From an optimization exercise on the open Yosys and OpenROAD flow, aimed at small area, a short achievable clock period and few clock cycles; shortcuts taken in it are not production practice. Function was checked by simulation only, so behaviour that the tests miss may differ from the original. Power and IR drop assume default switching activity.

== job 1814 ==
Design unthbuf_unit, start of the top module:
module unthbuf_unit (
    input  wire        clk,
    input  wire        rst,         
    input  wire        cmd_valid,
    input  wire [7:0]  cmd_op,
    input  wire [63:0] cmd_a,
    input  wire [63:0] cmd_b,
    output reg         rsp_valid,
    output wire [7:0]  rsp_status,
    output wire [63:0] rsp_d0,
    output wire [63:0] rsp_d1
);
For scale: ~690 flip-flops, ~280 I/O pins, roughly 0.043 mm2 of cells after synthesis.
Settings: LEC_CHECK=0, CAP_MARGIN=20, CORE_MARGIN=2, CORE_UTILIZATION=30, CTS_BUF_LIST=sky130_fd_sc_hd__clkbuf_4 sky130_fd_sc_hd__clkbuf_8, PLACE_DENSITY=0.45, SLEW_MARGIN=20, SYNTH_HIERARCHICAL=1; clock period 100.0 ns.
standard.sh (not shown) runs the stock make flow with config.mk's settings and CLKGATE_MAP_FILE= SYNTH_SCRIPT=/design/flow/synth_recipe.tcl, a recipe that flattens the netlist after the stock synthesis.
==> flow/flow/run.sh <==
#!/bin/bash
# The standard layout (standard.sh: ORFS synthesis to finish), with two
# changes:
#  * the ports are buffered with sky130_fd_sc_hd__buf_1 instead of the
#    buffer buffer_ports picks on its own (every port still gets a buffer);
#  * the floorplan step's gate sizing (ORFS's repair_timing after
#    synthesis) aims for more setup slack than the clock period needs, so
#    that it sizes the gates of the worst paths up.
# The clock, the SDC and everything else are the standard flow's.
set -euo pipefail
export BUFFER_PORTS_ARGS="-buffer_cell sky130_fd_sc_hd__buf_1"
SETUP_SLACK_MARGIN=76 bash standard.sh synth floorplan > standard_flow_floorplan.log 2>&1
bash standard.sh > standard_flow.log 2>&1
Testbench counts of job 1814, summed over its fixed seeds: cycles 12,000.
Relative to job 1814, the following input files were edited for job 8580:
# job 1814
export LEC_CHECK = 0
export CAP_MARGIN = 20
export CORE_MARGIN = 2
export CORE_UTILIZATION = 30
export CTS_BUF_LIST = sky130_fd_sc_hd__clkbuf_4 sky130_fd_sc_hd__clkbuf_8
export PLACE_DENSITY = 0.45
export SLEW_MARGIN = 20
export SYNTH_HIERARCHICAL = 1
create_clock -name core_clock -period 100.0 [get_ports {clk}]
# job 8580
export LEC_CHECK = 0
export CAP_MARGIN = 20
export CORE_MARGIN = 2
export CORE_UTILIZATION = 48
export CTS_CLUSTER_DIAMETER = 80
export CTS_CLUSTER_SIZE = 30
export PLACE_DENSITY = 0.7
export SLEW_MARGIN = 20
export SYNTH_HIERARCHICAL = 1
export TNS_END_PERCENT = 20
create_clock -name core_clock -period 100.0 [get_ports {clk}]
==> flow/flow/run.sh <==
#!/bin/bash
# The standard layout (standard.sh: ORFS synthesis to finish), with these
# changes:
#  * the ports are buffered with sky130_fd_sc_hd__buf_1 instead of the
#    buffer buffer_ports picks on its own (every port still gets a buffer);
#  * ORFS's repair_timing steps aim for more setup slack than the clock
#    period needs, so that they size up the gates of the worst paths; after
#    placement they only resize and swap pins (no buffering or cloning).
# The clock, the SDC and everything else are the standard flow's.
set -euo pipefail
export BUFFER_PORTS_ARGS="-buffer_cell sky130_fd_sc_hd__buf_1"
SETUP_SLACK_MARGIN=76 bash standard.sh synth floorplan > standard_flow_floorplan.log 2>&1
SETUP_SLACK_MARGIN=75.5 SETUP_MOVE_SEQUENCE="unbuffer,sizeup,swap" bash standard.sh > standard_flow.log 2>&1
--- outcome ---
Relative to job 1814, detailed-route wire length per cell has increased by about 2% in job 8580. Between job 8580 and job 1814, it is job 8580 whose worst voltage drop across the vdd grid is higher, by 33%. A end point of the critical path of rsp_d0[4] is what job 1814 shows, while cal_r[0] belongs to job 8580. In the reports for job 8580 and job 1814, the smaller total routing resource utilization after global routing belongs to job 1814.
Here is what was changed in the inputs of job 4083 compared with job 8580.
# job 8580
export LEC_CHECK = 0
export CAP_MARGIN = 20
export CORE_MARGIN = 2
export CORE_UTILIZATION = 48
export CTS_CLUSTER_DIAMETER = 80
export CTS_CLUSTER_SIZE = 30
export PLACE_DENSITY = 0.7
export SLEW_MARGIN = 20
export SYNTH_HIERARCHICAL = 1
export TNS_END_PERCENT = 20
create_clock -name core_clock -period 100.0 [get_ports {clk}]
# job 4083
export LEC_CHECK = 0
export CAP_MARGIN = 20
export CORE_MARGIN = 2
export CORE_UTILIZATION = 48
export CTS_CLUSTER_DIAMETER = 100
export CTS_CLUSTER_SIZE = 30
export PLACE_DENSITY = 0.7
export SLEW_MARGIN = 20
export SYNTH_HIERARCHICAL = 1
export TNS_END_PERCENT = 20
create_clock -name core_clock -period 100.0 [get_ports {clk}]
--- a/flow/flow/run.sh
+++ b/flow/flow/run.sh
@@ -12,2 +12,2 @@
 SETUP_SLACK_MARGIN=76 bash standard.sh synth floorplan > standard_flow_floorplan.log 2>&1
-SETUP_SLACK_MARGIN=75.5 SETUP_MOVE_SEQUENCE="unbuffer,sizeup,swap" bash standard.sh > standard_flow.log 2>&1
+SETUP_SLACK_MARGIN=75 SETUP_MOVE_SEQUENCE="unbuffer,sizeup,swap" bash standard.sh > standard_flow.log 2>&1
Notes after the runs:
Diff job 8580 -> job 4083: insertion delay of the later-clocked pin in the worst-skew pair shows an increase of 0.05 ns, routed wire length moved down, design area decreased 700 um2.
For the maximum level of the CTS H-tree, job 4083 came in 1 lower than job 8580 did.
Number of clock buffer instances in the layout (job 4083 vs. job 8580) increases by more than 10%
Diff job 8580 -> job 4083: setup slack now sits lower, overall power after layout lost 3.1%, sequential share of layout area +0.61 points, number of buffers inserted for hold repair after clock tree synthesis saw little to no change.
Lower wire length of the first global-routing pass was reported by job 4083, not job 8580.
Job 8580 vs job 4083, library cell contributing the largest single delay on the critical path: nor4_4 vs o21ai_0
Relative to job 4083, the following input files were edited for job 1580:
# job 4083
export LEC_CHECK = 0
export CAP_MARGIN = 20
export CORE_MARGIN = 2
export CORE_UTILIZATION = 48
export CTS_CLUSTER_DIAMETER = 100
export CTS_CLUSTER_SIZE = 30
export PLACE_DENSITY = 0.7
export SLEW_MARGIN = 20
export SYNTH_HIERARCHICAL = 1
export TNS_END_PERCENT = 20
create_clock -name core_clock -period 100.0 [get_ports {clk}]
# job 1580
export LEC_CHECK = 0
export CAP_MARGIN = 20
export CORE_MARGIN = 2
export CORE_UTILIZATION = 52
export CTS_CLUSTER_DIAMETER = 60
export CTS_CLUSTER_SIZE = 24
export PLACE_DENSITY = 0.75
export SLEW_MARGIN = 20
export SYNTH_HIERARCHICAL = 1
export TNS_END_PERCENT = 20
create_clock -name core_clock -period 100.0 [get_ports {clk}]
Notes after the runs:
Summary of job 1580 over job 4083: HPWL after detailed placement decreased 1.4%; overall power after layout up 4.4%; critical path's largest stage delay now sits at about the same level; total detailed-routing wirelength decreased by 1.5% relative to the old numbers; setup slack went up 0.17 ns. Job 1580 ends up with a synthesis-to-layout area growth that is 1.4 points higher than in job 4083. Job 1580 ends up with lower sequential portion of the cell area than job 4083 does. Final core utilization (job 1580 over job 4083): increase, 5.4 points. Sort job 1580 and job 4083 by effective utilization at floorplan, descending, and job 1580 comes first. Re setup violation total in the final timing report: no difference whatsoever between job 1580 and job 4083.
> inputs changed (job 1580 -> job 2372)
# job 1580
export LEC_CHECK = 0
export CAP_MARGIN = 20
export CORE_MARGIN = 2
export CORE_UTILIZATION = 52
export CTS_CLUSTER_DIAMETER = 60
export CTS_CLUSTER_SIZE = 24
export PLACE_DENSITY = 0.75
export SLEW_MARGIN = 20
export SYNTH_HIERARCHICAL = 1
export TNS_END_PERCENT = 20
create_clock -name core_clock -period 100.0 [get_ports {clk}]
# job 2372
export LEC_CHECK = 0
export CAP_MARGIN = 20
export CORE_MARGIN = 2
export CORE_UTILIZATION = 30
export PLACE_DENSITY = 0.45
export SLEW_MARGIN = 20
export SYNTH_HIERARCHICAL = 1
export TNS_END_PERCENT = 20
create_clock -name core_clock -period 100.0 [get_ports {clk}]
### Flow results
- Global-route wire length before repair (job 2372 over job 1580): increase, about 14%
- Between job 1580 and job 2372, the vertical extent of the die is higher for job 2372.
- Against job 1580 as the reference, job 2372 delivers a higher clock share of power.

==> static timing again, ports no longer ideal <==
The results above use ideal ports. As a check the final layouts listed here were re-extracted and re-timed, cells and wires unchanged.
Step 1 (the two cells are an assumption about what drives the block):
set clk [get_ports {clk}]
set_driving_cell -lib_cell sky130_fd_sc_hd__clkbuf_16 $clk
set_driving_cell -lib_cell sky130_fd_sc_hd__buf_2 [delete_from_list [all_inputs] $clk]
Step 2 moves the port delays by t, midway between the first and last clock arrival at a register: inputs arrive t later, outputs are due t later. That takes back most of the time a late clock gives input paths.
Slacks: ideal / step 1 / step 2; pairs: ideal / step 1.
run | t, ns | setup slack, ns | hold WS [ns] | worst setup path at the end
job 1814 | 0.885 | 73.711 / 73.631 / 73.688 | 0.654 / 0.654 / 0.654 | input to register
job 8580 | 0.665 | 74.870 / 74.919 / 74.254 | 0.628 / 0.628 / 0.628 | input to register
job 4083 | 0.711 | 74.737 / 74.671 / 74.263 | 0.655 / 0.655 / 0.655 | input to register
job 1580 | 0.716 | 74.906 / 74.832 / 74.316 | 0.656 / 0.656 / 0.656 | input to register
job 2372 | 0.738 | 74.852 / 74.770 / 74.214 | 0.659 / 0.659 / 0.659 | input to register
After both steps setup and hold are still met in every run listed. The setup slack of job 2372, which loses most, moves by -0.082 ns with the drivers and by -0.638 ns with both steps.
